From an optimization exercise on the open Yosys and OpenROAD flow, aimed at small area, a short achievable clock period and few clock cycles; shortcuts taken in it are not production practice.
The RTL was checked by simulation tests, not by an equivalence proof against the original design.
No activity file was given, so power comes from the tool's default toggle rates.

**flow/run.sh**
```bash
#!/bin/bash
# synth_recipe.tcl (not shown) runs the flow's synth.tcl, then flattens the netlist and writes it again
# the make line also repeats each setting of config.mk as NAME=value (left out here)
make -C /OpenROAD-flow-scripts/flow DESIGN_CONFIG=/design/flow/config.mk WORK_HOME=/design/flow/orfs CLKGATE_MAP_FILE= SYNTH_SCRIPT=/design/flow/synth_recipe.tcl finish
```
**flow/config.mk**
```make
export PLATFORM = sky130hd
export DESIGN_NAME = fcv_top
export DESIGN_NICKNAME = fcv_top
export VERILOG_FILES = /design/flow/design.v
export SDC_FILE = /design/flow/constraint.sdc
export NUM_CORES = 4
export LEC_CHECK = 0
export CAP_MARGIN = 20
export CORE_MARGIN = 2
export CORE_UTILIZATION = 50
export PLACE_DENSITY = 0.65
export SETUP_SLACK_MARGIN = 2
export SLEW_MARGIN = 20
```
**flow/constraint.sdc**
```tcl
create_clock -name core_clock -period 5.0 [get_ports {clk}]
set_input_delay 1.0000 -clock core_clock [delete_from_list [all_inputs] [get_ports {clk}]]
set_output_delay 1.0000 -clock core_clock [all_outputs]
set_load 0.01 [all_outputs]
```
**flow/design.v**
```verilog
module fcv_crc8 (
    input  wire [7:0] crc_in,
    input  wire [7:0] data,
    output wire [7:0] crc_out
);
    wire [7:0] x = crc_in ^ data;
    assign crc_out[0] = x[2] ^ x[4] ^ x[5];
    assign crc_out[1] = x[0] ^ x[3] ^ x[5] ^ x[6];
    assign crc_out[2] = x[0] ^ x[1] ^ x[4] ^ x[6] ^ x[7];
    assign crc_out[3] = x[0] ^ x[1] ^ x[4] ^ x[7];
    assign crc_out[4] = x[0] ^ x[1] ^ x[4];
    assign crc_out[5] = x[1] ^ x[2] ^ x[5];
    assign crc_out[6] = x[0] ^ x[2] ^ x[3] ^ x[6];
    assign crc_out[7] = x[1] ^ x[3] ^ x[4] ^ x[7];
endmodule
module fcv_crc72 (
    input  wire [71:0] d,
    output wire [7:0]  crc
);
    wire t0 = d[20] ^ d[21];
    wire t1 = d[3] ^ d[5];
    wire t2 = d[4] ^ d[6];
    wire t3 = d[7] ^ d[16];
    wire t4 = d[17] ^ d[25];
    wire t5 = d[18] ^ d[19];
    wire t6 = d[22] ^ d[23];
    wire t7 = d[24] ^ d[29];
    wire t8 = d[26] ^ d[32];
    wire t9 = d[28] ^ d[34];
    wire t10 = d[30] ^ d[36];
    wire t11 = d[31] ^ d[37];
    wire t12 = d[35] ^ d[50];
    wire t13 = d[38] ^ d[39];
    wire t14 = d[40] ^ d[48];
    wire t15 = d[47] ^ d[62];
    wire t16 = d[49] ^ d[63];
    wire t17 = d[59] ^ d[64];
    wire t18 = d[60] ^ d[65];
    wire t19 = d[10] ^ d[68];
    wire t20 = d[11] ^ d[58];
    wire t21 = d[0] ^ d[2];
    wire t22 = d[1] ^ d[8];
    wire t23 = d[9] ^ d[15];
    wire t24 = d[12] ^ d[43];
    wire t25 = d[13] ^ d[27];
    wire t26 = d[14] ^ d[52];
    wire t27 = d[33] ^ d[41];
    wire t28 = d[42] ^ d[70];
    wire t29 = d[44] ^ d[45];
    wire t30 = d[46] ^ d[55];
    wire t31 = d[51] ^ d[54];
    wire t32 = d[53] ^ d[56];
    wire t33 = d[57] ^ d[58];
    wire t34 = d[61] ^ d[66];
    wire t35 = d[68] ^ d[71];
    wire t36 = d[0] ^ d[9];
    wire t37 = d[1] ^ d[3];
    wire t38 = d[2] ^ d[8];
    wire t39 = d[4] ^ d[5];
    wire t40 = d[6] ^ d[12];
    wire t41 = d[7] ^ d[29];
    wire t42 = d[13] ^ d[36];
    wire t43 = d[14] ^ d[19];
    wire t44 = d[15] ^ d[16];
    wire t45 = d[17] ^ d[20];
    wire t46 = d[18] ^ d[21];
    wire t47 = d[22] ^ d[28];
    wire t48 = d[23] ^ d[26];
    wire t49 = d[24] ^ d[27];
    wire t50 = d[25] ^ d[34];
    wire t51 = d[30] ^ d[32];
    wire t52 = d[31] ^ d[39];
    wire t53 = d[33] ^ d[46];
    wire t54 = d[35] ^ d[38];
    wire t55 = d[37] ^ d[53];
    wire t56 = d[40] ^ d[41];
    wire t57 = d[42] ^ d[43];
    wire t58 = d[44] ^ d[64];
    wire t59 = d[45] ^ d[47];
    wire t60 = d[48] ^ d[59];
    wire t61 = d[49] ^ d[56];
    wire t62 = d[50] ^ d[57];
    wire t63 = d[51] ^ d[71];
    wire t64 = d[52] ^ d[55];
    wire t65 = d[54] ^ d[65];
    wire t66 = d[60] ^ d[67];
    wire t67 = d[61] ^ d[67];
    wire t68 = d[62] ^ d[67];
    wire t69 = d[63] ^ d[66];
    wire t70 = t0 ^ t4;
    wire t71 = t1 ^ t3;
    wire t72 = t2 ^ t9;
    wire t73 = t5 ^ t10;
    wire t74 = t6 ^ t14;
    wire t75 = t7 ^ t12;
    wire t76 = t8 ^ t11;
    wire t77 = t13 ^ t15;
    wire t78 = d[69] ^ t16;
    wire t79 = t16 ^ t18;
    wire t80 = t17 ^ t19;
    wire t81 = t18 ^ t21;
    wire t82 = t22 ^ t34;
    wire t83 = d[69] ^ t3;
    wire t84 = d[70] ^ t1;
    wire t85 = t0 ^ t2;
    wire t86 = t0 ^ t9;
    wire t87 = t5 ^ t23;
    wire t88 = t6 ^ t8;
    wire t89 = t7 ^ t11;
    wire t90 = t10 ^ t24;
    wire t91 = t12 ^ t14;
    wire t92 = t13 ^ t17;
    wire t93 = t15 ^ t24;
    wire t94 = t17 ^ t20;
    wire t95 = t19 ^ t27;
    wire t96 = t20 ^ t25;
    wire t97 = t20 ^ t26;
    wire t98 = t23 ^ t27;
    wire t99 = t25 ^ t32;
    wire t100 = t26 ^ t30;
    wire t101 = t28 ^ t32;
    wire t102 = t28 ^ t38;
    wire t103 = t29 ^ t30;
    wire t104 = t29 ^ t33;
    wire t105 = t31 ^ t33;
    wire t106 = t31 ^ t39;
    wire t107 = t35 ^ t41;
    wire t108 = t35 ^ t42;
    wire t109 = t36 ^ t46;
    wire t110 = t37 ^ t44;
    wire t111 = t40 ^ t47;
    wire t112 = t43 ^ t49;
    wire t113 = t45 ^ t48;
    wire t114 = t50 ^ t56;
    wire t115 = t52 ^ t64;
    wire t116 = t53 ^ t62;
    wire t117 = t54 ^ t60;
    wire t118 = t55 ^ t65;
    wire t119 = t57 ^ t58;
    wire t120 = t59 ^ t61;
    wire t121 = t70 ^ t72;
    wire t122 = t70 ^ t73;
    wire t123 = t71 ^ t77;
    wire t124 = t74 ^ t78;
    wire t125 = t75 ^ t80;
    wire t126 = t51 ^ t82;
    wire t127 = t63 ^ t71;
    wire t128 = t66 ^ t76;
    wire t129 = t67 ^ t74;
    wire t130 = t68 ^ t75;
    wire t131 = t69 ^ t81;
    wire t132 = t72 ^ t73;
    wire t133 = t76 ^ t77;
    wire t134 = t76 ^ t79;
    wire t135 = t79 ^ t88;
    wire t136 = t81 ^ t85;
    wire t137 = t82 ^ t84;
    wire t138 = t83 ^ t89;
    wire t139 = t86 ^ t95;
    wire t140 = t87 ^ t99;
    wire t141 = t90 ^ t101;
    wire t142 = t91 ^ t97;
    wire t143 = t92 ^ t100;
    wire t144 = t93 ^ t104;
    wire t145 = t94 ^ t98;
    wire t146 = t96 ^ t103;
    wire t147 = t102 ^ t115;
    wire t148 = t105 ^ t112;
    wire t149 = t106 ^ t117;
    wire t150 = t107 ^ t116;
    wire t151 = t108 ^ t119;
    wire t152 = t109 ^ t114;
    wire t153 = t110 ^ t113;
    wire t154 = t111 ^ t120;
    wire t155 = t118 ^ t125;
    wire t156 = t121 ^ t123;
    wire t157 = t121 ^ t124;
    wire t158 = t122 ^ t128;
    wire t159 = t122 ^ t131;
    wire t160 = t123 ^ t124;
    wire t161 = t125 ^ t127;
    wire t162 = t126 ^ t139;
    wire t163 = t129 ^ t133;
    wire t164 = t130 ^ t145;
    wire t165 = t132 ^ t144;
    wire t166 = t134 ^ t142;
    wire t167 = t135 ^ t141;
    wire t168 = t136 ^ t140;
    wire t169 = t137 ^ t143;
    wire t170 = t138 ^ t146;
    wire t171 = t147 ^ t157;
    wire t172 = t148 ^ t160;
    wire t173 = t149 ^ t159;
    wire t174 = t150 ^ t163;
    wire t175 = t151 ^ t156;
    wire t176 = t152 ^ t161;
    wire t177 = t153 ^ t155;
    wire t178 = t154 ^ t158;
    wire t179 = t162 ^ t172;
    wire t180 = t164 ^ t171;
    wire t181 = t165 ^ t177;
    wire t182 = t166 ^ t175;
    wire t183 = t167 ^ t176;
    wire t184 = t168 ^ t174;
    wire t185 = t169 ^ t178;
    wire t186 = t170 ^ t173;
    assign crc[0] = t179;
    assign crc[1] = t180;
    assign crc[2] = t183;
    assign crc[3] = t182;
    assign crc[4] = t181;
    assign crc[5] = t186;
    assign crc[6] = t185;
    assign crc[7] = t184;
endmodule
module fcv_crc80z (
    input  wire [79:0] d,
    output wire [7:0]  z
);
    wire t0 = d[20] ^ d[21];
    wire t1 = d[3] ^ d[5];
    wire t2 = d[4] ^ d[6];
    wire t3 = d[7] ^ d[16];
    wire t4 = d[17] ^ d[25];
    wire t5 = d[18] ^ d[19];
    wire t6 = d[22] ^ d[23];
    wire t7 = d[24] ^ d[29];
    wire t8 = d[26] ^ d[32];
    wire t9 = d[28] ^ d[34];
    wire t10 = d[30] ^ d[36];
    wire t11 = d[31] ^ d[37];
    wire t12 = d[35] ^ d[50];
    wire t13 = d[38] ^ d[39];
    wire t14 = d[40] ^ d[48];
    wire t15 = d[47] ^ d[62];
    wire t16 = d[49] ^ d[63];
    wire t17 = d[59] ^ d[64];
    wire t18 = d[60] ^ d[65];
    wire t19 = d[10] ^ d[68];
    wire t20 = d[11] ^ d[58];
    wire t21 = d[0] ^ d[2];
    wire t22 = d[1] ^ d[8];
    wire t23 = d[9] ^ d[15];
    wire t24 = d[12] ^ d[43];
    wire t25 = d[13] ^ d[27];
    wire t26 = d[14] ^ d[52];
    wire t27 = d[33] ^ d[41];
    wire t28 = d[42] ^ d[70];
    wire t29 = d[44] ^ d[45];
    wire t30 = d[46] ^ d[55];
    wire t31 = d[51] ^ d[54];
    wire t32 = d[53] ^ d[56];
    wire t33 = d[57] ^ d[58];
    wire t34 = d[61] ^ d[66];
    wire t35 = d[68] ^ d[71];
    wire t36 = d[0] ^ d[9];
    wire t37 = d[1] ^ d[3];
    wire t38 = d[2] ^ d[8];
    wire t39 = d[4] ^ d[5];
    wire t40 = d[6] ^ d[12];
    wire t41 = d[7] ^ d[29];
    wire t42 = d[13] ^ d[36];
    wire t43 = d[14] ^ d[19];
    wire t44 = d[15] ^ d[16];
    wire t45 = d[17] ^ d[20];
    wire t46 = d[18] ^ d[21];
    wire t47 = d[22] ^ d[28];
    wire t48 = d[23] ^ d[26];
    wire t49 = d[24] ^ d[27];
    wire t50 = d[25] ^ d[34];
    wire t51 = d[30] ^ d[32];
    wire t52 = d[31] ^ d[39];
    wire t53 = d[33] ^ d[46];
    wire t54 = d[35] ^ d[38];
    wire t55 = d[37] ^ d[53];
    wire t56 = d[40] ^ d[41];
    wire t57 = d[42] ^ d[43];
    wire t58 = d[44] ^ d[64];
    wire t59 = d[45] ^ d[47];
    wire t60 = d[48] ^ d[59];
    wire t61 = d[49] ^ d[56];
    wire t62 = d[50] ^ d[57];
    wire t63 = d[51] ^ d[71];
    wire t64 = d[52] ^ d[55];
    wire t65 = d[54] ^ d[65];
    wire t66 = d[60] ^ d[67];
    wire t67 = d[61] ^ d[67];
    wire t68 = d[62] ^ d[67];
    wire t69 = d[63] ^ d[66];
    wire t70 = d[69] ^ d[72];
    wire t71 = d[69] ^ d[73];
    wire t72 = d[69] ^ d[77];
    wire t73 = d[70] ^ d[78];
    wire t74 = t0 ^ t4;
    wire t75 = t1 ^ t3;
    wire t76 = t2 ^ t9;
    wire t77 = t5 ^ t10;
    wire t78 = t6 ^ t14;
    wire t79 = t7 ^ t12;
    wire t80 = t8 ^ t11;
    wire t81 = t13 ^ t15;
    wire t82 = t16 ^ t17;
    wire t83 = t18 ^ t20;
    wire t84 = t18 ^ t32;
    wire t85 = t19 ^ t24;
    wire t86 = t21 ^ t25;
    wire t87 = t22 ^ t34;
    wire t88 = d[74] ^ t6;
    wire t89 = d[75] ^ t12;
    wire t90 = d[76] ^ t15;
    wire t91 = d[79] ^ t0;
    wire t92 = t0 ^ t9;
    wire t93 = t1 ^ t13;
    wire t94 = t2 ^ t5;
    wire t95 = t3 ^ t7;
    wire t96 = t8 ^ t10;
    wire t97 = t11 ^ t29;
    wire t98 = t14 ^ t16;
    wire t99 = t16 ^ t19;
    wire t100 = t17 ^ t26;
    wire t101 = t17 ^ t29;
    wire t102 = t20 ^ t23;
    wire t103 = t23 ^ t35;
    wire t104 = t26 ^ t35;
    wire t105 = t27 ^ t28;
    wire t106 = t27 ^ t31;
    wire t107 = t28 ^ t36;
    wire t108 = t30 ^ t31;
    wire t109 = t30 ^ t40;
    wire t110 = t33 ^ t37;
    wire t111 = t33 ^ t43;
    wire t112 = t38 ^ t52;
    wire t113 = t39 ^ t54;
    wire t114 = t41 ^ t53;
    wire t115 = t42 ^ t57;
    wire t116 = t44 ^ t45;
    wire t117 = t46 ^ t50;
    wire t118 = t47 ^ t59;
    wire t119 = t48 ^ t55;
    wire t120 = t49 ^ t51;
    wire t121 = t56 ^ t63;
    wire t122 = t60 ^ t69;
    wire t123 = t61 ^ t66;
    wire t124 = t62 ^ t67;
    wire t125 = t64 ^ t68;
    wire t126 = t74 ^ t76;
    wire t127 = t74 ^ t77;
    wire t128 = t75 ^ t81;
    wire t129 = t79 ^ t82;
    wire t130 = t58 ^ t80;
    wire t131 = t65 ^ t76;
    wire t132 = t70 ^ t78;
    wire t133 = t71 ^ t78;
    wire t134 = t72 ^ t83;
    wire t135 = t73 ^ t80;
    wire t136 = t75 ^ t84;
    wire t137 = t77 ^ t79;
    wire t138 = t78 ^ t80;
    wire t139 = t81 ^ t84;
    wire t140 = t83 ^ t89;
    wire t141 = t85 ^ t88;
    wire t142 = t85 ^ t90;
    wire t143 = t86 ^ t91;
    wire t144 = t86 ^ t95;
    wire t145 = t87 ^ t92;
    wire t146 = t87 ^ t93;
    wire t147 = t94 ^ t103;
    wire t148 = t96 ^ t107;
    wire t149 = t97 ^ t108;
    wire t150 = t98 ^ t104;
    wire t151 = t99 ^ t106;
    wire t152 = t100 ^ t109;
    wire t153 = t101 ^ t110;
    wire t154 = t102 ^ t105;
    wire t155 = t111 ^ t120;
    wire t156 = t112 ^ t125;
    wire t157 = t113 ^ t122;
    wire t158 = t114 ^ t124;
    wire t159 = t116 ^ t119;
    wire t160 = t117 ^ t121;
    wire t161 = t118 ^ t123;
    wire t162 = t115 ^ t126;
    wire t163 = t126 ^ t129;
    wire t164 = t127 ^ t134;
    wire t165 = t127 ^ t135;
    wire t166 = t128 ^ t130;
    wire t167 = t128 ^ t132;
    wire t168 = t129 ^ t136;
    wire t169 = t131 ^ t137;
    wire t170 = t133 ^ t154;
    wire t171 = t138 ^ t139;
    wire t172 = t140 ^ t150;
    wire t173 = t141 ^ t148;
    wire t174 = t142 ^ t153;
    wire t175 = t143 ^ t147;
    wire t176 = t144 ^ t149;
    wire t177 = t145 ^ t151;
    wire t178 = t146 ^ t152;
    wire t179 = t155 ^ t167;
    wire t180 = t156 ^ t163;
    wire t181 = t157 ^ t164;
    wire t182 = t158 ^ t171;
    wire t183 = t159 ^ t169;
    wire t184 = t160 ^ t168;
    wire t185 = t161 ^ t165;
    wire t186 = t162 ^ t166;
    wire t187 = t170 ^ t180;
    wire t188 = t172 ^ t186;
    wire t189 = t173 ^ t184;
    wire t190 = t174 ^ t183;
    wire t191 = t175 ^ t182;
    wire t192 = t176 ^ t181;
    wire t193 = t177 ^ t179;
    wire t194 = t178 ^ t185;
    assign z[0] = t193;
    assign z[1] = t187;
    assign z[2] = t189;
    assign z[3] = t188;
    assign z[4] = t190;
    assign z[5] = t192;
    assign z[6] = t194;
    assign z[7] = t191;
endmodule
module fcv_rxq (
    input  wire        clk,
    input  wire        rst,
    input  wire        clear,
    input  wire        push,
    input  wire [7:0]  din,
    input  wire        pop10,
    output wire [79:0] head,      
    output reg  [5:0]  count,
    output wire        full
);
    reg [7:0] mem [0:31];
    assign full = count[5];
    genvar g;
    generate
        for (g = 0; g < 10; g = g + 1) begin : h
            assign head[g*8 +: 8] = mem[g];
        end
    endgenerate
    integer i;
    always @(posedge clk) begin
        for (i = 0; i < 32; i = i + 1) begin
            if (pop10) begin
                if (i < 22)
                    mem[i] <= mem[i + 10];
            end else if (push && count == i) begin
                mem[i] <= din;
            end
        end
    end
    always @(posedge clk) begin
        if (rst || clear)
            count <= 6'd0;
        else if (pop10)
            count <= count - 6'd10;
        else if (push && !full)
            count <= count + 6'd1;
    end
endmodule
module fcv_txq (
    input  wire        clk,
    input  wire        rst,
    input  wire        push,
    input  wire [41:0] din,       
    input  wire        pop,
    output wire [7:0]  dout,
    output reg  [5:0]  count
);
    reg [41:0] slot [0:3];
    reg [1:0]  hslot, tslot;
    reg [3:0]  hidx;
    always @(posedge clk) begin
        if (push)
            slot[tslot] <= din;
    end
    wire        do_pop = pop && (count != 6'd0);
    always @(posedge clk) begin
        if (rst) begin
            count <= 6'd0;
            hslot <= 2'd0;
            tslot <= 2'd0;
            hidx  <= 4'd0;
        end else begin
            if (push) begin
                tslot <= tslot + 2'd1;
                count <= count + 6'd10;
            end else if (do_pop) begin
                count <= count - 6'd1;
                if (hidx == 4'd9) begin
                    hidx  <= 4'd0;
                    hslot <= hslot + 2'd1;
                end else begin
                    hidx <= hidx + 4'd1;
                end
            end
        end
    end
    wire        last  = (hidx == 4'd9);
    wire [41:0] h     = slot[last ? hslot + 2'd1 : hslot];
    wire [3:0]  nidx  = last ? 4'd0 : hidx + 4'd1;
    reg  [7:0]  b;
    always @(*) begin
        case (nidx)
            4'd0:    b = h[7:0];
            4'd1:    b = h[15:8];
            4'd2:    b = h[23:16];
            4'd3:    b = h[31:24];
            4'd7:    b = {4'd0, h[33], 1'b0, h[32] | h[33], 1'b0};
            4'd9:    b = h[41:34];
            default: b = 8'd0;
        endcase
    end
    reg [7:0] dq;
    always @(posedge clk) begin
        if (push && count == 6'd0)
            dq <= din[7:0];
        else if (do_pop)
            dq <= b;
    end
    assign dout = dq;
endmodule
module fcv_top (
    input  wire        clk,
    input  wire        rst,
    input  wire        req,
    input  wire        we,
    input  wire [3:0]  addr,
    input  wire [31:0] wdata,
    output wire        ack,
    output reg  [31:0] rdata,
    input  wire        rx_valid,
    input  wire [7:0]  rx_data,
    output wire        tx_valid,
    output wire [7:0]  tx_data,
    input  wire        tx_ready
);
    localparam A_CMD = 4'd0, A_ARG = 4'd1, A_STATUS = 4'd2, A_QSTAT = 4'd3,
               A_CAP = 4'd4, A_CRCR = 4'd5, A_DECR = 4'd6, A_FB0 = 4'd7,
               A_FB1 = 4'd8, A_FB2 = 4'd9, A_RF0 = 4'd10, A_RF1 = 4'd11,
               A_RF2 = 4'd12, A_RF3 = 4'd13, A_RF4 = 4'd14, A_RF5 = 4'd15;
    reg [31:0] arg;
    reg [79:0] fb;           
    reg [7:0]  crcr;
    reg [15:0] decr_hi, decr_lo;
    reg        decr_s16;     
    reg [63:0] rfb;          
    reg        m_st210, m_in210, m_115, m_in115;    
    reg [2:0]  kind;
    reg        valid;
    reg        pending;
    reg        variant;
    reg        rxovf;
    reg [1:0]  err;
    reg        src_fb;       
    wire [7:0] opc = wdata[7:0];
    wire [7:0] a8  = wdata[15:8];
    wire [7:0] b8  = wdata[23:16];
    wire wr  = req && we;
    wire cmd = wr && (addr == A_CMD);
    wire op_nop   = (opc == 8'h00);
    wire op_clr   = (opc == 8'h01);
    wire op_upd   = (opc == 8'h02);
    wire op_crcfb = (opc == 8'h03);
    wire op_valid = (opc == 8'h04);
    wire op_d16   = (opc == 8'h05);
    wire op_d32   = (opc == 8'h06);
    wire op_stop  = (opc == 8'h10);
    wire op_ctrl  = (opc == 8'h11);
    wire op_chgid = (opc == 8'h12);
    wire op_chgmd = (opc == 8'h13);
    wire op_idchk = (opc == 8'h14);
    wire op_reqin = (opc == 8'h15);
    wire op_setv  = (opc == 8'h18);
    wire op_poll  = (opc == 8'h20);
    wire op_flush = (opc == 8'h21);
    wire op_enc   = op_stop | op_ctrl | op_chgid | op_chgmd | op_idchk | op_reqin;
    wire [79:0] rxh;
    wire [5:0]  rx_count, tx_count;
    wire        rx_full;
    wire        rx_ge10 = (rx_count >= 6'd10);
    wire need_fb = cmd && (op_crcfb || op_valid);
    wire need_rx = cmd && op_poll && rx_ge10;
    wire stall   = (need_fb && !src_fb) || (need_rx && src_fb);
    assign ack   = req && !stall;
    wire go   = wr && !stall;
    wire gcmd = cmd && !stall;
    wire enc_ok   = gcmd && op_enc && (tx_count <= 6'd22);
    wire poll_ok  = gcmd && op_poll && rx_ge10;
    wire rx_push  = rx_valid && !rx_full;
    wire [79:0] crc_src = src_fb ? fb : rxh;
    wire [7:0]  crc_z;
    fcv_crc80z u_crct (.d(crc_src), .z(crc_z));
    wire [7:0]  crc_t  = crc_z ^ crc_src[79:72];
    wire        crc_ok = (crc_z == 8'd0);
    wire [7:0] crc_u;
    fcv_crc8 u_crcu (.crc_in(crcr), .data(a8), .crc_out(crc_u));
    wire [7:0] e0 = op_idchk ? (variant ? 8'hFF : 8'hC8) : a8;
    wire [7:0] e1 = op_ctrl ? b8 :
                    (op_stop | op_idchk) ? 8'h64 :
                    op_chgid ? 8'h55 : op_chgmd ? 8'hA0 : op_reqin ? 8'h74 : 8'h00;
    wire [7:0] e2 = op_ctrl ? arg[15:8] : op_chgmd ? b8 :
                    (op_chgid && variant) ? 8'h53 : 8'h00;
    wire [7:0] e3 = op_ctrl ? arg[7:0] : (op_reqin && variant) ? 8'h01 : 8'h00;
    wire [1:0] c7 = {variant && op_ctrl, variant && op_stop};    
    wire [7:0] e7 = {4'd0, c7[1], 1'b0, c7[1] | c7[0], 1'b0};
    wire [7:0] crc_e;
    fcv_crc72 u_crce (.d({8'd0, e7, 24'd0, e3, e2, e1, e0}), .crc(crc_e));
    fcv_rxq u_rxq (
        .clk(clk), .rst(rst), .clear(gcmd && op_flush),
        .push(rx_valid), .din(rx_data), .pop10(poll_ok),
        .head(rxh), .count(rx_count), .full(rx_full)
    );
    fcv_txq u_txq (
        .clk(clk), .rst(rst), .push(enc_ok),
        .din({crc_e, c7, e3, e2, e1, e0}),
        .pop(tx_ready), .dout(tx_data), .count(tx_count)
    );
    assign tx_valid = (tx_count != 6'd0);
    wire [7:0] f1 = rxh[15:8];
    wire is64 = (f1 == 8'h64);
    wire is74 = (f1 == 8'h74);
    wire [3:0] k = a8[3:0];
    wire [7:0] B0 = fb[7:0],   B1 = fb[15:8],  B2 = fb[23:16], B3 = fb[31:24], B4 = fb[39:32];
    wire [7:0] B5 = fb[47:40], B6 = fb[55:48], B7 = fb[63:56], B8 = fb[71:64], B9 = fb[79:72];
    reg  [7:0] m0, m1, m2, m3;
    always @(*) begin
        case (k)
            4'd0: begin m0 = B0; m1 = B1; m2 = B2; m3 = B3; end
            4'd1: begin m0 = B1; m1 = B2; m2 = B3; m3 = B4; end
            4'd2: begin m0 = B2; m1 = B3; m2 = B4; m3 = B5; end
            4'd3: begin m0 = B3; m1 = B4; m2 = B5; m3 = B6; end
            4'd4: begin m0 = B4; m1 = B5; m2 = B6; m3 = B7; end
            4'd5: begin m0 = B5; m1 = B6; m2 = B7; m3 = B8; end
            4'd6: begin m0 = B6; m1 = B7; m2 = B8; m3 = B9; end
            4'd7: begin m0 = B7; m1 = B8; m2 = 8'bx; m3 = 8'bx; end
            default: begin m0 = B8; m1 = B9; m2 = 8'bx; m3 = 8'bx; end
        endcase
    end
    wire [15:0] win_k  = {m0, m1};
    wire [15:0] win_k2 = {m2, m3};
    wire [7:0] F1 = rfb[7:0],   F2 = rfb[15:8],  F3 = rfb[23:16], F4 = rfb[31:24];
    wire [7:0] F5 = rfb[39:32], F6 = rfb[47:40], F7 = rfb[55:48], F8 = rfb[63:56];
    wire [31:0] s23 = {{16{F2[7]}}, F2, F3};
    wire [31:0] s45 = {{16{F4[7]}}, F4, F5};
    wire [31:0] s67 = {{16{F6[7]}}, F6, F7};
    wire [31:0] rf0v = m_st210 ? s23 : m_in210 ? {F2, F3, F4, F5} : m_115 ? {24'd0, F1} : 32'd0;
    wire [31:0] rf1v = m_st210 ? s45 : m_in210 ? s67 : m_115 ? s23 : 32'd0;
    wire [31:0] rf2v = m_st210 ? {24'd0, F6} : m_in210 ? {24'd0, F8} : m_115 ? s45 : 32'd0;
    wire [7:0]  rf3v = m_st210 ? F7 : m_115 ? F6 : 8'd0;
    wire [7:0]  rf4v = (m_st210 || (m_115 && !m_in115)) ? F8 : m_in115 ? F7 : 8'd0;
    wire [7:0]  rf5v = m_in115 ? F8 : 8'd0;
    always @(*) begin
        case (addr)
            A_ARG:    rdata = arg;
            A_STATUS: rdata = {20'd0, 2'd0, err, rxovf, variant, pending, valid, 1'b0, kind};
            A_QSTAT:  rdata = {10'd0, tx_count, 10'd0, rx_count};
            A_CAP:    rdata = 32'h0020_0020;
            A_CRCR:   rdata = {24'd0, crcr};
            A_DECR:   rdata = {decr_s16 ? {16{decr_lo[15]}} : decr_hi, decr_lo};
            A_FB0:    rdata = fb[31:0];
            A_FB1:    rdata = fb[63:32];
            A_FB2:    rdata = {16'd0, fb[79:64]};
            A_RF0:    rdata = rf0v;
            A_RF1:    rdata = rf1v;
            A_RF2:    rdata = rf2v;
            A_RF3:    rdata = {24'd0, rf3v};
            A_RF4:    rdata = {24'd0, rf4v};
            A_RF5:    rdata = {24'd0, rf5v};
            default:  rdata = 32'd0;
        endcase
    end
    always @(posedge clk) begin
        if (rst) begin
            arg      <= 32'd0;
            fb       <= 80'd0;
            crcr     <= 8'd0;
            decr_hi  <= 16'd0;
            decr_lo  <= 16'd0;
            decr_s16 <= 1'b0;
            m_st210  <= 1'b0;
            m_in210  <= 1'b0;
            m_115    <= 1'b0;
            m_in115  <= 1'b0;
            kind     <= 3'd0;
            valid    <= 1'b0;
            pending  <= 1'b0;
            variant  <= 1'b1;
            rxovf    <= 1'b0;
            err      <= 2'd0;
            src_fb   <= 1'b0;
        end else begin
            if (rx_valid && rx_full)
                rxovf <= 1'b1;
            if (stall)
                src_fb <= !src_fb;
            else if (rx_valid)
                src_fb <= 1'b0;
            else if (go && (addr == A_FB0 || addr == A_FB1 || addr == A_FB2))
                src_fb <= 1'b1;
            else if (enc_ok || poll_ok)
                src_fb <= 1'b1;
            if (go) begin
                case (addr)
                A_ARG: arg <= wdata;
                A_FB0: fb[31:0]  <= wdata;
                A_FB1: fb[63:32] <= wdata;
                A_FB2: fb[79:64] <= wdata[15:0];
                default: ;
                endcase
            end
            if (gcmd) begin
                if (op_nop || op_clr || op_upd || op_crcfb || op_valid ||
                    op_setv || op_poll || op_flush)
                    err <= 2'd0;
                if (op_clr)
                    crcr <= 8'd0;
                if (op_upd)
                    crcr <= crc_u;
                if (op_crcfb || op_valid)
                    crcr <= crc_t;
                if (op_valid)
                    valid <= crc_ok;
                if (op_d16) begin
                    if (a8 > 8'd8) begin
                        err <= 2'd2;
                    end else begin
                        decr_lo  <= win_k;
                        decr_s16 <= 1'b1;
                        err      <= 2'd0;
                    end
                end
                if (op_d32) begin
                    if (a8 > 8'd6) begin
                        err <= 2'd2;
                    end else begin
                        decr_hi  <= win_k;
                        decr_lo  <= win_k2;
                        decr_s16 <= 1'b0;
                        err      <= 2'd0;
                    end
                end
                if (op_enc) begin
                    if (enc_ok) begin
                        fb      <= {crc_e, 8'd0, e7, 24'd0, e3, e2, e1, e0};
                        crcr    <= crc_e;
                        err     <= 2'd0;
                        if (op_reqin)
                            pending <= 1'b1;
                    end else begin
                        err <= 2'd1;
                    end
                end
                if (op_setv) begin
                    if (arg == 32'd115)
                        variant <= 1'b0;
                    else if (arg == 32'd210)
                        variant <= 1'b1;
                end
                if (op_poll) begin
                    if (!rx_ge10) begin
                        kind <= 3'd0;
                    end else begin
                        fb    <= rxh;
                        crcr  <= crc_t;
                        valid <= crc_ok;
                        m_st210 <= crc_ok && variant && is64;
                        m_in210 <= crc_ok && variant && is74;
                        m_115   <= crc_ok && !variant;
                        m_in115 <= crc_ok && !variant && pending;
                        if (!crc_ok) begin
                            kind <= 3'd5;
                        end else if (variant) begin
                            kind <= is64 ? 3'd1 : is74 ? 3'd2 : 3'd6;
                            if (is64 || is74)
                                pending <= 1'b0;
                        end else begin
                            kind    <= pending ? 3'd4 : 3'd3;
                            pending <= 1'b0;
                        end
                    end
                end
                if (op_flush)
                    rxovf <= 1'b0;
            end
        end
    end
    always @(posedge clk) begin
        if (poll_ok)
            rfb <= rxh[71:8];
    end
endmodule
```
==> results of run 1 <==
[power groups by stage]
stage / sequential [mW] / combinational, mW / clock, mW
finish: 6.32 / 2.92 / 5.92
global route: 6.31 / 2.99 / 6.12
CTS: 6.31 / 2.57 / 5.91
detailed placement: 6.44 / 2.14 / 0
global placement: 6.43 / 2.10 / 0
floorplan: 6.37 / 1.36 / 0
[cell usage after synthesis, types with 56 or more instances]
master and n:
edfxtp_1 496, nand2_1 575, xnor2_1 171, dfxtp_1 187, a21oi_1 214, a22oi_1 204, nand3_1 56, xor2_1 137
clkbuf_1 256, nor3_1 79, o21ai_0 88, nor2_1 242, mux2i_1 165
[critical path: cells and delay by family]
| kind | cells | cell delay (ns) |
|---|---|---|
| simple gates | 4 | 0.45 |
| compound gates | 2 | 0.82 |
| buf+inv | 5 | 0.61 |
[through the flow]
stage                     area [µm²]  power (mW)  hold WS (ns)  setup slack (ns)  utilization, %
after floorplan                37400        7.72         0.431              1.48               -
after global placement         40000        8.53         0.469             0.199            55.0
after detailed placement       40000        8.58         0.483             0.156            55.0
after CTS                      45900        14.8         0.494              1.20            63.0
after global routing           48400        15.4         0.508              1.15            66.4
final                          48400        15.2         0.496              1.11            66.4
[logic make-up after synthesis]
kind of cell	count (synthesis)	synth area share, %
compound gates	735	13.6
xor+xnor	352	10.0
fa+ha+maj	19	0.647
buf+inv	369	4.12
flops	683	50.8
mux	226	7.72
simple gates	1109	13.2
[area by class of cell]
class	count	area (µm²)
Antenna cell	8	20.0
Clock buffer	90	2020
Clock inverter	52	607
Fill cell	5276	24400
Inverter	46	214
Multi-Input combinational cell	2444	19000
Sequential cell	683	18700
Tap cell	959	1200
Timing Repair Buffer	650	6560
Timing Repair inverter	2	32.5
[routing by layer]
metal	global-route usage [%]	share of wire [%]	vias up
li1	-	-	13600
met4	30.5	8.9	6
met3	13.6	14	823
met2	66.4	42	3195
met1	58.0	35	16600
met5	0	0.021	-
[how the worst max path moves through the flow]
| stage | from | to | slack, ns | cells past startpoint |
|---|---|---|---|---|
| after detailed placement | addr[0] | rdata[3] | 0.16 | 9 |
| after global placement | addr[0] | rdata[3] | 0.20 | 9 |
| after CTS | addr[2] | rdata[3] | 1.20 | 11 |
| after floorplan | wdata[6] | crcr[5] | 1.48 | 10 |
| final | addr[2] | rdata[3] | 1.11 | 11 |
| after global routing | addr[2] | rdata[3] | 1.15 | 11 |
[sequential cells by signal (all words and copies together) (netlist names), 3 cells and up]
signal / count
arg: 32
crcr: 8
decr_hi: 16
decr_lo: 16
fb: 80
kind: 3
rfb: 64
u_rxq.count: 6
u_rxq.mem: 256
u_txq.count: 6
u_txq.dq: 8
u_txq.hidx: 4
u_txq.slot: 168
[timing repair]
action	in CTS	in global routing
resized for setup	561	297
pin swaps	126	128
hold buffers	0	0
buffers inserted	190	105
endpoints found under the setup margin	913	557
cloned	12	17
==> impl_results.md, run 1 <==
* Run status: complete, no violations
* Placed insts at 4,460
* Crit path launch type: input port
* Dpl hpwl at 121 mm
* Clock Tree Root: clkbuf_16
* Post-synth EDFFs at 496
* Layout Nets at 3,972
* Avg Vias per Cell at 6.93
* Mapped Cells at 3,493
* Pleak at 18.0 nW
* Crit-path cells: buf_8, nand2b_4, buf_8, nor3_4, buf_12, buf_16, a222oi_1, o21ai_1, nor2_1, nand3_1, buf_2
* Max Fclk at 257 MHz
* Switch share at 28.2%
* Final setup viols at 0
* RSZ-0062 raised after global routing: true
* Slowest stage cell, crit path: a222oi_1
* Max_slew headroom at 30.9%
* Number of global-route vias before repair at 31,300
* Largest stage delay, worst path at 0.64 ns
* Gr ovfl total at 0
* Synthesis Warnings at 4
* Crit path required time at 4.00 ns
* Sequential share of power at 41.7%
* Longest Clk Path Bufs at 3
* Drt first pass iters at 10
* Initial detailed-routing violation count at 6,063
* Hold Violations, Final at 0
* Buffers on Ports at 91
* Synth top area share at 40.6%
* Max Transition Viols Final at 0
* Routed Antenna Nets at 0
* Number of top-level pins at 92
* Most frequent cells in the layout: nand2_1 (550), edfxtp_1 (496), buf_4 (401)
* Htree depth at 3
* Flops & latches, synth at 683
* Starting Density at 50.4%
* Final wirelength at 182 mm
* Hold path startpoint: decr_hi[6]
* # rows at 99
* Hold/Removal Path Class: register to register
* Number of distinct library cells after synthesis at 88
* Arr. time, crit path at 2.89 ns
* WS Path Type: input port to output pin
* Hold path cells at 2
* Comb power frac at 19.3%
* Sequential area share after synthesis at 50.8%
* P&R area growth vs syn at 31.8%
* Largest cells by area after synthesis: edfxtp_1 (41%), dfxtp_1 (10%), nand2_1 (5.9%)
* TritonCTS Sinks at 683
* Worst Clk Skew at 0.0316 ns
* Die width at 275 µm
* Die H at 275 µm
* Post-route setup TNS at 0 ns
* Clk slew on worst S/H paths at 0.06 ns
* Die area at 75,600 µm²
* CP max FO at 4
* TritonCTS clock tree: yes
* Crit Reg-Reg Endpoint: m_in210
* Layout cells sized above 1 at 30.8%
* Initial antenna violation count at 13
* Power density cells at 313 nW/µm²
* Skew-Pair Late Insertion Delay at 0.66 ns
* Most common cell after layout, fill and taps aside: nand2_1
* Top_reg_cell synth: edfxtp_1
* Avg WL per Cell at 36.8 µm
* Total number of vias at 34,200
* Syn_area_per_cell at 10.5 µm²
* Final period util at 77.9%
* Core area at 72,800 µm²
* Yosys top cell by area: edfxtp_1
* Global router's overall resource usage at 45.3%
* R2R cell count at 11
* Synth async-reset ratio at 0%
* Routability congestion estimate from global placement at 1.07
* Worst Hold End: decr_hi[6]
* Internal at 10.9 mW
* Largest net degree at the start of global routing at 109
* Final min period at 3.89 ns
* Num CTS Buffers at 76
* Syn Std Cell Area at 36,700 µm²
* Max Cap Viol at 0
* Sw power at 4.28 mW
* Crit path top cell by count: buf_8
* Global-route wire length before repair at 239 mm
* Clock network power share at 39.0%
* Finished Layout Cells at 4,934
* Mapped Nets at 3,562
* R2R Path Start: u_rxq.mem[3][4]
* R2R Setup Slk at 1.77 ns
* Crit end category: output pin
* Post-route DRC at 0
* Peak VDD IR at 0.400 mV
* Worst Tran Pin Value at 1.03 ns
Testbench counts, summed over its fixed seeds: cycles 19,071.
==> inputs of run 2 (changes only) <==
--- a/flow/design.v
+++ b/flow/design.v
@@ -464,12 +464,14 @@
     input  wire        clk,
     input  wire        rst,
     input  wire        push,
-    input  wire [41:0] din,       
+    input  wire [33:0] din,       
     input  wire        pop,
     output wire [7:0]  dout,
+    output wire [33:0] nxt,
+    input  wire [7:0]  nxt_crc,
     output reg  [5:0]  count
 );
-    reg [41:0] slot [0:3];
+    reg [33:0] slot [0:3];
     reg [1:0]  hslot, tslot;
     reg [3:0]  hidx;
     always @(posedge clk) begin
@@ -499,7 +501,8 @@
         end
     end
     wire        last  = (hidx == 4'd9);
-    wire [41:0] h     = slot[last ? hslot + 2'd1 : hslot];
+    wire [33:0] h     = slot[last ? hslot + 2'd1 : hslot];
+    assign nxt = h;
     wire [3:0]  nidx  = last ? 4'd0 : hidx + 4'd1;
     reg  [7:0]  b;
     always @(*) begin
@@ -509,7 +512,7 @@
             4'd2:    b = h[23:16];
             4'd3:    b = h[31:24];
             4'd7:    b = {4'd0, h[33], 1'b0, h[32] | h[33], 1'b0};
-            4'd9:    b = h[41:34];
+            4'd9:    b = nxt_crc;
             default: b = 8'd0;
         endcase
     end
@@ -606,8 +609,11 @@
     wire [7:0] e3 = op_ctrl ? arg[7:0] : (op_reqin && variant) ? 8'h01 : 8'h00;
     wire [1:0] c7 = {variant && op_ctrl, variant && op_stop};    
     wire [7:0] e7 = {4'd0, c7[1], 1'b0, c7[1] | c7[0], 1'b0};
-    wire [7:0] crc_e;
-    fcv_crc72 u_crce (.d({8'd0, e7, 24'd0, e3, e2, e1, e0}), .crc(crc_e));
+    wire [33:0] tx_nxt;
+    wire [33:0] cf   = req ? {c7, e3, e2, e1, e0} : tx_nxt;
+    wire [7:0]  cf7  = {4'd0, cf[33], 1'b0, cf[33] | cf[32], 1'b0};
+    wire [7:0]  crc_e;
+    fcv_crc72 u_crce (.d({8'd0, cf7, 24'd0, cf[31:0]}), .crc(crc_e));
     fcv_rxq u_rxq (
         .clk(clk), .rst(rst), .clear(gcmd && op_flush),
         .push(rx_valid), .din(rx_data), .pop10(poll_ok),
@@ -615,8 +621,9 @@
     );
     fcv_txq u_txq (
         .clk(clk), .rst(rst), .push(enc_ok),
-        .din({crc_e, c7, e3, e2, e1, e0}),
-        .pop(tx_ready), .dout(tx_data), .count(tx_count)
+        .din({c7, e3, e2, e1, e0}),
+        .pop(tx_ready), .dout(tx_data), .count(tx_count),
+        .nxt(tx_nxt), .nxt_crc(crc_e)
     );
     assign tx_valid = (tx_count != 6'd0);
     wire [7:0] f1 = rxh[15:8];
--- a/flow/config.mk
+++ b/flow/config.mk
@@ -8,6 +8,9 @@
 export CAP_MARGIN = 20
 export CORE_MARGIN = 2
 export CORE_UTILIZATION = 50
+export CTS_BUF_LIST = sky130_fd_sc_hd__clkbuf_16
+export CTS_CLUSTER_DIAMETER = 100
+export CTS_CLUSTER_SIZE = 20
 export PLACE_DENSITY = 0.65
-export SETUP_SLACK_MARGIN = 2
+export SETUP_SLACK_MARGIN = 1.5
 export SLEW_MARGIN = 20
==> impl_results.md, run 2 <==
* Avg WL per Cell at 36.3 µm (-1.5%)
* Dpl ws at -0.0187 ns (-0.175 ns)
* Die width at 276 µm (+0.49%)
* Avg Vias per Cell at 7.00 (+1.0%)
* Layout cells sized above 1 at 22.0% (-8.8 points)
* Syn Std Cell Area at 37,100 µm² (+0.99%)
* Most frequent cells after synthesis: edfxtp_1 (464), a21oi_1 (259), nand2_1 (256)
* TritonCTS clock tree: yes
* Power density cells at 293 nW/µm² (-6.5%)
* Crit path required time at 4.00 ns (about the same)
* Total number of vias at 32,600 (-4.7%)
* Flops & latches, synth at 651 (-4.7%)
* Yosys top cell by area: edfxtp_1
* Drt first pass iters at 10 (unchanged)
* Clk slew on worst S/H paths at 0.08 ns (+0.02 ns)
* Hold Violations, Final at 0 (unchanged)
* Num CTS Buffers at 41 (-46%)
* Top-count cell post-synth: edfxtp_1
* Max_slew headroom at 33.8% (+2.9 points)
* Hold/Removal Path Class: register to register
* Core area at 73,200 µm² (+0.51%)
* Gr ovfl total at 0 (unchanged)
* Pleak at 16.1 nW (-11%)
* Max Fclk at 257 MHz (+0.28%)
* Dpl hpwl at 121 mm (-0.53%)
* Largest net degree at the start of global routing at 105 (-3.7%)
* Global router's overall resource usage at 42.7% (-2.6 points)
* Max Cap Viol at 0 (unchanged)
* Synth async-reset ratio at 0% (unchanged)
* Tot Pwr at 12.9 mW (-15%)
* Run status: complete, no violations
* Global-route wire length before repair at 233 mm (-2.5%)
* Top_reg_cell synth: edfxtp_1
* Placed insts at 4,423 (-0.83%)
* Crit end category: output pin
* Most frequent cells in the layout: edfxtp_1 (464), buf_4 (276), a21oi_1 (237)
* Final min period at 3.88 ns (-0.0109 ns)
* Buffers on Ports at 91 (unchanged)
* Arr. time, crit path at 2.88 ns (about the same)
* Initial detailed-routing violation count at 5,010 (-17%)
* Longest Clk Path Bufs at 3 (unchanged)
* Number of flip-flops in the largest register at 256 (unchanged)
* Number of distinct library cells after synthesis at 94 (+6.8%)
* P&R area growth vs syn at 18.6%
* Top Registers: u_rxq.mem: 256 flops, u_txq.slot: 136 flops, fb: 80 flops
* WS Path Type: input port to output pin
* Crit path launch type: input port
* Clock Tree Root: clkbuf_16
* Htree depth at 2 (-1)
* Mapped Nets at 3,571 (+0.25%)
* Peak VDD IR at 0.343 mV (-14%)
* R2R Setup Slk at 1.30 ns (-0.47 ns)
* Sequential area share after synthesis at 47.7% (-3.1 points)
* Most common cell after layout, fill and taps aside: edfxtp_1
* Final setup viols at 0 (unchanged)
* Skew-Pair Late Insertion Delay at 0.63 ns (-0.03 ns)
* Largest cells by area after synthesis: edfxtp_1 (38%), dfxtp_1 (10%), mux2i_1 (6.8%)
* Max Transition Viols Final at 0 (unchanged)
* Final WS setup at 1.12 ns (+0.0109 ns)
* Final wirelength at 169 mm (-7.1%)
* Number of top-level pins at 92 (unchanged)
* Initial antenna violation count at 5 (-8)
* Post-route setup TNS at 0 ns (unchanged)
* Routed Antenna Nets at 0 (unchanged)
* Post-synth EDFFs at 464 (-6.5%)
* Routability congestion estimate from global placement at 1.08 (+1.6%)
* Layout Nets at 3,727 (-6.2%)
* Final period util at 77.7% (-0.22 points)
* # rows at 99 (unchanged)
* Synthesis Warnings at 4 (unchanged)
* Die area at 76,400 µm² (+0.98%)
* Worst Clk Skew at 0.0238 ns (-0.00782 ns)
* CP max FO at 5 (+1)
* RSZ-0062 raised after global routing: true
* Number of global-route vias before repair at 30,500 (-2.6%)
* TritonCTS Sinks at 651 (-4.7%)
* Die H at 276 µm (+0.49%)
* Starting Density at 50.7% (+0.24 points)
* Utilization after layout at 60.1% (-6.4 points)
* Syn_area_per_cell at 10.6 µm² (+0.74%)
* Worst Tran Pin Value at 0.993 ns (-0.0396 ns)
* Finished Layout Cells at 4,652 (-5.7%)
* Synth top area share at 37.6% (-3.0 points)
* Post-route DRC at 0 (unchanged)
* Mapped Cells at 3,502 (+0.26%)
* Top reg by flops: u_rxq.mem
## run 2: cell count changes in the layout (fill, tap and decap cells not counted), moves of 36 or more
cell and change:
nand2_1 -319, a21o_1 +174, buf_4 -125, xnor2_1 +91, mux2i_1 +88, a21oi_1 +58
clkbuf_16 -48, nor3_1 -39, o22ai_1 +36
## run 2: layout make-up
type	count	area, µm²
Inverter	48	194
Timing Repair Buffer	444	4150
Clock buffer	42	1050
Tap cell	959	1200
Fill cell	5946	29200
Multi-Input combinational cell	2472	19400
Clock inverter	33	228
Sequential cell	651	17700
Antenna cell	3	7.51
## run 2: final timing paths
check | start | end | cells past startpoint
min | arg[21] | arg[21] | 2
min reg2reg | arg[21] | arg[21] | 2
max reg2reg | u_txq.hidx[1] | u_txq.dq[4] | 15
max | addr[1] | rdata[3] | 10
## run 2: layer usage
metal	track usage (%)	part of all wire (%)
met5	0	0.015
met1	56.2	38
met4	25.1	7.1
met2	63.0	42
met3	12.2	13
## run 2: power by group
group	internal, mW	total (mW)	switching (mW)
Combinational	1.45	3.26	1.81
Sequential	5.86	6.02	0.158
Clock	1.63	3.61	1.98
Total	8.94	12.9	3.95
## run 2: critical path, cell delays in order
cell	delay, ns
buf_8	0.10
buf_8	0.13
nand2b_4	0.07
buf_6	0.11
nor2_4	0.04
a222oi_1	0.76
o21ai_1	0.18
nor3_2	0.21
nand3_1	0.12
buf_6	0.14
## run 2: metrics by stage
| step | hold slack, ns | area, µm² |
|---|---|---|
| after floorplan | 0.436 | 37400 |
| after global placement | 0.464 | 39800 |
| after detailed placement | 0.466 | 39800 |
| after CTS | 0.478 | 43100 |
| after global routing | 0.495 | 44000 |
| final | 0.482 | 44000 |
## run 2: cell families after synthesis
group	after synthesis	synth area share, %
flip-flops	651	47.7
AO/OA/AOI/OAI	1022	18.9
adder cells (fa/ha/maj)	19	0.641
XOR/XNOR	398	10.1
AND/OR/NAND/NOR	739	9.37
buffers and inverters	379	4.31
multiplexers	294	9.00
## run 2: timing repair
item	4_1_cts	5_1_grt
hold buffers	0	0
setup endpoints to repair	611	86
gates resized for setup	423	142
gates cloned	6	0
pin swaps	79	64
buffers inserted	116	29
Testbench counts of run 2, summed over its fixed seeds: cycles 19,071.
==> inputs of run 3 (changes only) <==
--- a/flow/design.v
+++ b/flow/design.v
@@ -466,6 +466,7 @@
     input  wire        push,
     input  wire [33:0] din,       
     input  wire        pop,
+    input  wire        sel,       
     output wire [7:0]  dout,
     output wire [33:0] nxt,
     input  wire [7:0]  nxt_crc,
@@ -518,10 +519,8 @@
     end
     reg [7:0] dq;
     always @(posedge clk) begin
-        if (push && count == 6'd0)
-            dq <= din[7:0];
-        else if (do_pop)
-            dq <= b;
+        if ((push && count == 6'd0) || do_pop)
+            dq <= sel ? din[7:0] : b;
     end
     assign dout = dq;
 endmodule
@@ -588,10 +587,9 @@
     wire need_rx = cmd && op_poll && rx_ge10;
     wire stall   = (need_fb && !src_fb) || (need_rx && src_fb);
     assign ack   = req && !stall;
-    wire go   = wr && !stall;
-    wire gcmd = cmd && !stall;
-    wire enc_ok   = gcmd && op_enc && (tx_count <= 6'd22);
-    wire poll_ok  = gcmd && op_poll && rx_ge10;
+    wire enc_ok   = cmd && op_enc && (tx_count <= 6'd22);
+    wire poll_ok  = need_rx && !src_fb;
+    wire fbcrc_ok = need_fb && src_fb;
     wire rx_push  = rx_valid && !rx_full;
     wire [79:0] crc_src = src_fb ? fb : rxh;
     wire [7:0]  crc_z;
@@ -609,21 +607,33 @@
     wire [7:0] e3 = op_ctrl ? arg[7:0] : (op_reqin && variant) ? 8'h01 : 8'h00;
     wire [1:0] c7 = {variant && op_ctrl, variant && op_stop};    
     wire [7:0] e7 = {4'd0, c7[1], 1'b0, c7[1] | c7[0], 1'b0};
+    wire [7:0] k0 = op_idchk ? (variant ? 8'hFF : 8'hC8) : 8'h00;
+    wire [7:0] k1 = op_ctrl ? 8'h00 : e1;
+    wire [7:0] k2 = (op_chgid && variant) ? 8'h53 : 8'h00;
+    wire [7:0] k3 = (op_reqin && variant) ? 8'h01 : 8'h00;
+    wire [7:0] l_a8, l_b8_1, l_b8_2, l_arg, l_k;
+    fcv_crc72 u_la8  (.d({64'd0, a8}),                        .crc(l_a8));
+    fcv_crc72 u_lb81 (.d({56'd0, b8, 8'd0}),                  .crc(l_b8_1));
+    fcv_crc72 u_lb82 (.d({48'd0, b8, 16'd0}),                 .crc(l_b8_2));
+    fcv_crc72 u_larg (.d({40'd0, arg[7:0], arg[15:8], 16'd0}), .crc(l_arg));
+    fcv_crc72 u_lk   (.d({8'd0, e7, 24'd0, k3, k2, k1, k0}),  .crc(l_k));
+    wire [7:0] crc_e = ({8{!op_idchk}} & l_a8) ^
+                       ({8{op_ctrl}}   & (l_b8_1 ^ l_arg)) ^
+                       ({8{op_chgmd}}  & l_b8_2) ^ l_k;
     wire [33:0] tx_nxt;
-    wire [33:0] cf   = req ? {c7, e3, e2, e1, e0} : tx_nxt;
-    wire [7:0]  cf7  = {4'd0, cf[33], 1'b0, cf[33] | cf[32], 1'b0};
-    wire [7:0]  crc_e;
-    fcv_crc72 u_crce (.d({8'd0, cf7, 24'd0, cf[31:0]}), .crc(crc_e));
+    wire [7:0]  nx7 = {4'd0, tx_nxt[33], 1'b0, tx_nxt[33] | tx_nxt[32], 1'b0};
+    wire [7:0]  crc_x;
+    fcv_crc72 u_crcx (.d({8'd0, nx7, 24'd0, tx_nxt[31:0]}), .crc(crc_x));
     fcv_rxq u_rxq (
-        .clk(clk), .rst(rst), .clear(gcmd && op_flush),
+        .clk(clk), .rst(rst), .clear(cmd && op_flush),
         .push(rx_valid), .din(rx_data), .pop10(poll_ok),
         .head(rxh), .count(rx_count), .full(rx_full)
     );
     fcv_txq u_txq (
         .clk(clk), .rst(rst), .push(enc_ok),
         .din({c7, e3, e2, e1, e0}),
-        .pop(tx_ready), .dout(tx_data), .count(tx_count),
-        .nxt(tx_nxt), .nxt_crc(crc_e)
+        .pop(tx_ready), .sel(req), .dout(tx_data), .count(tx_count),
+        .nxt(tx_nxt), .nxt_crc(crc_x)
     );
     assign tx_valid = (tx_count != 6'd0);
     wire [7:0] f1 = rxh[15:8];
@@ -684,9 +694,8 @@
             arg      <= 32'd0;
             fb       <= 80'd0;
             crcr     <= 8'd0;
-            decr_hi  <= 16'd0;
             decr_lo  <= 16'd0;
-            decr_s16 <= 1'b0;
+            decr_s16 <= 1'b1;
             m_st210  <= 1'b0;
             m_in210  <= 1'b0;
             m_115    <= 1'b0;
@@ -705,11 +714,11 @@
                 src_fb <= !src_fb;
             else if (rx_valid)
                 src_fb <= 1'b0;
-            else if (go && (addr == A_FB0 || addr == A_FB1 || addr == A_FB2))
+            else if (wr && (addr == A_FB0 || addr == A_FB1 || addr == A_FB2))
                 src_fb <= 1'b1;
             else if (enc_ok || poll_ok)
                 src_fb <= 1'b1;
-            if (go) begin
+            if (wr) begin
                 case (addr)
                 A_ARG: arg <= wdata;
                 A_FB0: fb[31:0]  <= wdata;
@@ -718,17 +727,17 @@
                 default: ;
                 endcase
             end
-            if (gcmd) begin
-                if (op_nop || op_clr || op_upd || op_crcfb || op_valid ||
-                    op_setv || op_poll || op_flush)
+            if (cmd) begin
+                if (op_nop || op_clr || op_upd || op_setv || op_flush ||
+                    (op_poll && !rx_ge10) || poll_ok || fbcrc_ok)
                     err <= 2'd0;
                 if (op_clr)
                     crcr <= 8'd0;
                 if (op_upd)
                     crcr <= crc_u;
-                if (op_crcfb || op_valid)
+                if (fbcrc_ok)
                     crcr <= crc_t;
-                if (op_valid)
+                if (fbcrc_ok && op_valid)
                     valid <= crc_ok;
                 if (op_d16) begin
                     if (a8 > 8'd8) begin
@@ -769,7 +778,7 @@
                 if (op_poll) begin
                     if (!rx_ge10) begin
                         kind <= 3'd0;
-                    end else begin
+                    end else if (!src_fb) begin
                         fb    <= rxh;
                         crcr  <= crc_t;
                         valid <= crc_ok;
--- a/flow/config.mk
+++ b/flow/config.mk
@@ -7,10 +7,10 @@
 export LEC_CHECK = 0
 export CAP_MARGIN = 20
 export CORE_MARGIN = 2
-export CORE_UTILIZATION = 50
+export CORE_UTILIZATION = 65
 export CTS_BUF_LIST = sky130_fd_sc_hd__clkbuf_16
 export CTS_CLUSTER_DIAMETER = 100
 export CTS_CLUSTER_SIZE = 20
-export PLACE_DENSITY = 0.65
+export PLACE_DENSITY = 0.8
 export SETUP_SLACK_MARGIN = 1.5
 export SLEW_MARGIN = 20
==> impl_results.md, run 3 <==
* R2R Path Start: u_rxq.mem[6][7]
* Multi-input logic area at 19,300 µm² (-0.68%)
* Layout cells sized above 1 at 22.7% (+0.69 points)
* Longest Clk Path Bufs at 3 (unchanged)
* Max Fclk at 261 MHz (+1.4%)
* Num CTS Buffers at 39 (-4.9%)
* Initial antenna violation count at 17 (+12)
* Max_slew headroom at 25.8% (-8.1 points)
* TritonCTS Sinks at 651 (unchanged)
* Tot Pwr at 13.0 mW (+0.72%)
* Layout Nets at 3,850 (+3.3%)
* Avg Vias per Cell at 7.88 (+12%)
* Setup crit start: addr[2]
* Most common cell after layout, fill and taps aside: nand2_1
* Crit path launch type: input port
* Yosys top cell by area: edfxtp_1
* Clk slew on worst S/H paths at 0.10 ns (+0.02 ns)
* Worst Clk Skew at 0.0375 ns (+0.0138 ns)
* RSZ-0062 raised after global routing: true
* Largest net degree at the start of global routing at 100 (-4.8%)
* Drt first pass iters at 15 (+5)
* Largest cells by area after synthesis: edfxtp_1 (39%), dfxtp_1 (9.3%), nand2_1 (6.3%)
* Max Transition Viols Final at 0 (unchanged)
* Max Cap Viol at 0 (unchanged)
* Number of distinct library cells after synthesis at 78 (-17%)
* Hold Violations, Final at 0 (unchanged)
* Synth top area share at 39.1% (+1.5 points)
* Top-count cell post-synth: nand2_1
* Worst Tran Pin Value at 1.11 ns (+0.121 ns)
* Post-route setup TNS at 0 ns (unchanged)
* Final period util at 76.6% (-1.1 points)
* Clock Tree Root: clkbuf_16
* Synthesis Warnings at 4 (unchanged)
* CP max FO at 7 (+2)
* Htree depth at 2 (unchanged)
* Die area at 58,600 µm² (-23%)
* WS Path Type: input port to output pin
* Core area at 56,300 µm² (-23%)
* Syn_area_per_cell at 10.4 µm² (-1.9%)
* Hold/Removal Path Class: register to register
* Peak VDD IR at 0.384 mV (+12%)
* Reg area at 17,900 µm² (+1.0%)
* Die width at 242 µm (-12%)
* Gr ovfl total at 0 (unchanged)
* TritonCTS clock tree: yes
* Global-route wire length before repair at 237 mm (+1.8%)
* Hold path startpoint: decr_lo[13]
* Post-route DRC at 0 (unchanged)
* Routed Antenna Nets at 0 (unchanged)
* Filler instances at 3,195 (-46%)
* WHS at 0.473 ns (-0.00846 ns)
* Number of top-level pins at 92 (unchanged)
* Most frequent cells in the layout: nand2_1 (614), edfxtp_1 (480), buf_4 (307)
* Post-synth EDFFs at 480 (+3.4%)
* Crit path required time at 4.00 ns (about the same)
* Top_reg_cell synth: edfxtp_1
* Skew-Pair Late Insertion Delay at 0.64 ns (about the same)
* # rows at 87 (-12%)
* Most frequent cells after synthesis: nand2_1 (622), edfxtp_1 (480), clkbuf_1 (260)
* Avg WL per Cell at 38.7 µm (+6.6%)
* Dpl ws at 0.134 ns (+0.153 ns)
* P&R area growth vs syn at 20.7%
* Mapped Nets at 3,625 (+1.5%)
* Final min period at 3.83 ns (-0.0538 ns)
* Crit end category: output pin
* Final wirelength at 177 mm (+4.9%)
* Dpl hpwl at 113 mm (-6.3%)
* Buffers on Ports at 91 (unchanged)
* Run status: complete, no violations
* Top reg by flops: u_rxq.mem
* Routability congestion estimate from global placement at 1.16 (+7.1%)
* Number of global-route vias before repair at 32,500 (+6.6%)
* Die H at 242 µm (-12%)
* Final WS setup at 1.17 ns (+0.0538 ns)
* Synth async-reset ratio at 0% (unchanged)
* Flops & latches, synth at 651 (unchanged)
* Starting Density at 65.5% (+15 points)
* Initial detailed-routing violation count at 8,737 (+74%)
* Arr. time, crit path at 2.83 ns (-0.05 ns)
* Top Registers: u_rxq.mem: 256 flops, u_txq.slot: 136 flops, fb: 80 flops
* Global router's overall resource usage at 56.7% (+14 points)
* Sequential area share after synthesis at 48.4% (+0.71 points)
* Total number of vias at 36,100 (+11%)
* Final setup viols at 0 (unchanged)
* Mapped Cells at 3,551 (+1.4%)
* Power density cells at 292 nW/µm² (-0.43%)
* Pleak at 16.8 nW (+4.4%)
* Number of flip-flops in the largest register at 256 (unchanged)
* Syn Std Cell Area at 36,900 µm² (-0.57%)
## run 3: where the power goes
group          internal, mW  switching (mW)
registers              5.86           0.166
logic                  1.55            1.89
clock network          1.47            2.03
## run 3: repair_timing
item	CTS	global route
hold endpoints to repair	0	0
endpoints found under the setup margin	619	106
gates cloned	9	7
setup buffers	127	79
pin swaps	74	105
gates resized for setup	466	173
hold buffers	0	0
## run 3: worst paths after layout
kind	cells past startpoint	end	slack [ns]
max	10	rdata[12]	1.17
min	2	decr_lo[13]	0.47
max reg2reg	10	kind[0]	1.39
min reg2reg	2	decr_lo[13]	0.47
## run 3: layout make-up
type / count / share of cell area, %
clock buffer: 39 / 2.19
inverter: 49 / 0.481
tap: 756 / 2.13
antenna: 16 / 0.0900
clock inverter: 33 / 0.472
multi-input combinational: 2531 / 43.4
sequential: 651 / 40.3
timing repair inverter: 1 / 0.0366
timing repair buffer: 503 / 11.0
## run 3: cells by family after synthesis
| logic type | Yosys count | synth area share (%) |
|---|---|---|
| adders and majority gates | 24 | 0.814 |
| muxes | 253 | 8.77 |
| buffers and inverters | 371 | 4.05 |
| xor gates and xnor gates | 447 | 11.8 |
| AOI/OAI and AO/OA | 727 | 13.6 |
| DFF | 651 | 48.4 |
| and+or+nand+nor | 1078 | 12.5 |
## run 3: per-stage QoR
step / instances / utilization (%) / instance area (µm²)
2_1_floorplan: 3551 / - / 36900
3_3_place_gp: 4269 / 69.5 / 39100
3_5_place_dp: 4269 / 69.5 / 39100
4_1_cts: 4477 / 75.9 / 42700
5_1_grt: 4565 / 79.0 / 44500
6_report: 4579 / 79.1 / 44500
## run 3: critical path, cell delays in order
cell and delay, ns:
buf_8 0.09, nand2b_4 0.14, buf_6 0.11, buf_6 0.11, nor3_4 0.06, buf_6 0.14
buf_12 0.14, a222oi_1 0.69, nand2_1 0.15, buf_2 0.19
## run 3: per-layer routing
layer / track usage [%] / wire (µm)
met5: 2.70 / 243
met2: 77.6 / 68900
met4: 45.7 / 20900
met1: 66.5 / 53600
met3: 28.8 / 33300
Testbench counts of run 3, summed over its fixed seeds: cycles 19,071.
==> inputs of run 4 (changes only) <==
--- a/flow/config.mk
+++ b/flow/config.mk
@@ -12,5 +12,5 @@
 export CTS_CLUSTER_DIAMETER = 100
 export CTS_CLUSTER_SIZE = 20
 export PLACE_DENSITY = 0.8
-export SETUP_SLACK_MARGIN = 1.5
+export SETUP_SLACK_MARGIN = 1.2
 export SLEW_MARGIN = 20
==> impl_results.md, run 4 <==
* Run status: complete, no violations
* Synth top area share at 39.1% (unchanged)
* Worst Clk Skew at 0.0331 ns (-0.00445 ns)
* Layout Nets at 3,706 (-3.7%)
* Peak VDD IR at 0.386 mV (+0.46%)
* Most frequent cells in the layout: nand2_1 (617), edfxtp_1 (480), xnor2_1 (240)
* Buffers on Ports at 91 (unchanged)
* Max_slew headroom at 30.0% (+4.3 points)
* Largest net degree at the start of global routing at 104 (+4.0%)
* Starting Density at 65.5% (unchanged)
* Max Transition Viols Final at 0 (unchanged)
* Yosys top cell by area: edfxtp_1
* P&R area growth vs syn at 12.8%
* Crit Reg-Reg Endpoint: m_st210
* Top_reg_cell synth: edfxtp_1
* Most frequent cells after synthesis: nand2_1 (622), edfxtp_1 (480), clkbuf_1 (260)
* Crit path launch type: register
* Sequential area share after synthesis at 48.4% (unchanged)
* Mapped Nets at 3,625 (unchanged)
* Post-route DRC at 0 (unchanged)
* Flops & latches, synth at 651 (unchanged)
* Syn Std Cell Area at 36,900 µm² (unchanged)
* Post-route setup TNS at 0 ns (unchanged)
* Skew-Pair Late Insertion Delay at 0.64 ns (about the same)
* Die area at 58,600 µm² (unchanged)
* Switch share at 29.9% (-1.6 points)
* Drt first pass iters at 13 (-2)
* Number of flip-flops in the largest register at 256 (unchanged)
* Crit end category: register
* Num CTS Buffers at 39 (unchanged)
* R2R cell count at 9 (-1)
* Worst path bufs/invs at 0 (-6)
* Hold/Removal Path Class: register to register
* Clk slew on worst S/H paths at 0.09 ns (about the same)
* Pleak at 15.5 nW (-7.4%)
* R2R Setup Slk at 1.11 ns (-0.28 ns)
* Largest stage delay, worst path at 0.71 ns (+0.02 ns)
* Clock network power share at 28.0% (+1.0 points)
* WS Path Type: register to register
* Arr. time, crit path at 4.39 ns (+1.56 ns)
* R2R Path Start: fb[24]
* Hold path cells at 2 (unchanged)
* Final setup viols at 0 (unchanged)
* Crit-path leading delay family: XOR/XNOR gates
* Final wirelength at 159 mm (-10%)
* Largest cells by area after synthesis: edfxtp_1 (39%), dfxtp_1 (9.3%), nand2_1 (6.3%)
* Internal at 8.60 mW (-3.3%)
* Final min period at 3.89 ns (+0.0640 ns)
* Avg Vias per Cell at 7.57 (-4.0%)
* Max Cap Viol at 0 (unchanged)
* Die H at 242 µm (unchanged)
* Initial antenna violation count at 11 (-6)
* CP max FO at 8 (+1)
* Gr ovfl total at 0 (unchanged)
* Crit path top cell by count: xnor2_1
* Htree depth at 2 (unchanged)
* Avg WL per Cell at 35.9 µm (-7.2%)
* Post-synth EDFFs at 480 (unchanged)
* Top Registers: u_rxq.mem: 256 flops, u_txq.slot: 136 flops, fb: 80 flops
* Sequential share of power at 49.1% (+2.6 points)
* Crit-path cells: xor2_1, mux2i_1, xnor2_1, xnor2_2, xnor2_1, xnor3_1, or4b_4, or2_4, o41ai_4
* Max Fclk at 257 MHz (-1.6%)
* Routed Antenna Nets at 0 (unchanged)
* Crit path required time at 5.50 ns (+1.50 ns)
* Number of distinct library cells after synthesis at 78 (unchanged)
* TritonCTS Sinks at 651 (unchanged)
* Power density cells at 295 nW/µm² (+1.1%)
* Number of global-route vias before repair at 30,600 (-5.7%)
* Top reg by flops: u_rxq.mem
* Slowest stage cell, crit path: dfxtp_1
* Filler instances at 3,710 (+16%)
-- run 4: cell types whose count changed in the layout (fill, tap and decap cells not counted), moves of 11 or more --
cell and change:
mux2i_1 +17, mux2i_4 -17, xnor2_2 -35, buf_2 -18, dfxtp_4 -11, buf_4 -73, dlygate4sd2_1 +12, buf_12 -19
xnor2_1 +44, buf_6 -42, dfxtp_1 +18, a22oi_2 -11, a22oi_1 +11
-- run 4: area by class of cell --
cell class              instances  area, µm²  share of cell area [%]
diodes                         10       25.0                  0.0602
clock buffers                  40       1000                    2.41
clock inverters                31        195                   0.469
inverters                      49        210                   0.505
multi-input cells            2529      18200                    43.6
flip-flops and latches        651      17900                    42.9
well taps                     756        946                    2.27
repair buffers                360       3190                    7.66
repair inverters                2       17.5                  0.0421
-- run 4: how the worst max path moves through the flow --
stage	start	end	cells after the start
floorplan	wdata[5]	u_txq.dq[0]	8
CTS	u_txq.hidx[0]	u_txq.dq[1]	11
detailed placement	addr[0]	rdata[16]	11
global placement	addr[0]	rdata[16]	11
finish	fb[24]	m_st210	9
global route	u_txq.hidx[1]	u_txq.dq[1]	13
-- run 4: what timing repair did --
item | 4_1_cts | 5_1_grt
endpoints found under the setup margin | 81 | 43
setup buffers | 31 | 46
resized for setup | 187 | 80
pin swaps | 13 | 13
hold buffers | 0 | 0
cloned | 2 | 2
-- run 4: per-layer routing --
layer | track usage, % | up-vias | part of all wire (%)
met5 | 2.94 | - | 0.32
met2 | 72.9 | 3605 | 40
met3 | 24.1 | 983 | 18
met4 | 37.2 | 19 | 9.8
met1 | 64.7 | 15900 | 32
li1 | - | 13000 | -
-- run 4: cell families after synthesis --
| kind of cell | count (synthesis) | share of synthesized area (%) |
|---|---|---|
| xor+xnor | 447 | 11.8 |
| compound gates | 727 | 13.6 |
| fa+ha+maj | 24 | 0.814 |
| flops | 651 | 48.4 |
| mux | 253 | 8.77 |
| simple gates | 1078 | 12.5 |
| buf+inv | 371 | 4.05 |
-- run 4: worst reg2reg max path, stage by stage, from the launching register on --
cell	delay (ns)
dfxtp_1	0.71
xor2_1	0.28
mux2i_1	0.16
xnor2_1	0.33
xnor2_2	0.18
xnor2_1	0.23
xnor3_1	0.53
or4b_4	0.57
or2_4	0.37
o41ai_4	0.41
-- run 4: power by group through the flow --
stage	Sequential [mW]	Clock, mW	Combinational, mW
3_3_place_gp	6.13	0	2.49
5_1_grt	6.01	3.56	2.93
2_1_floorplan	6.06	0	1.80
6_report	6.02	3.43	2.81
3_5_place_dp	6.14	0	2.54
4_1_cts	6.01	3.38	2.64
-- run 4: metrics by stage --
step | worst slack [ns] | instance area (µm²) | std cells | total power [mW] | hold WS [ns]
3_5_place_dp | 0.0414 | 39100 | 4266 | 8.68 | 0.469
4_1_cts | 1.15 | 41000 | 4370 | 12.0 | 0.481
2_1_floorplan | 1.24 | 36900 | 3551 | 7.86 | 0.418
5_1_grt | 1.15 | 41600 | 4420 | 12.5 | 0.505
3_3_place_gp | 0.0450 | 39100 | 4266 | 8.62 | 0.465
6_report | 1.11 | 41600 | 4428 | 12.3 | 0.479

Re-timed with assumed drivers on the ports (clkbuf_16 on the clock, buf_2 on other inputs), run 4 has 1.106 ns of setup slack against 1.106 ns with ideal ports, and 0.564 ns once port delays also move by the mid clock arrival of 0.689 ns.
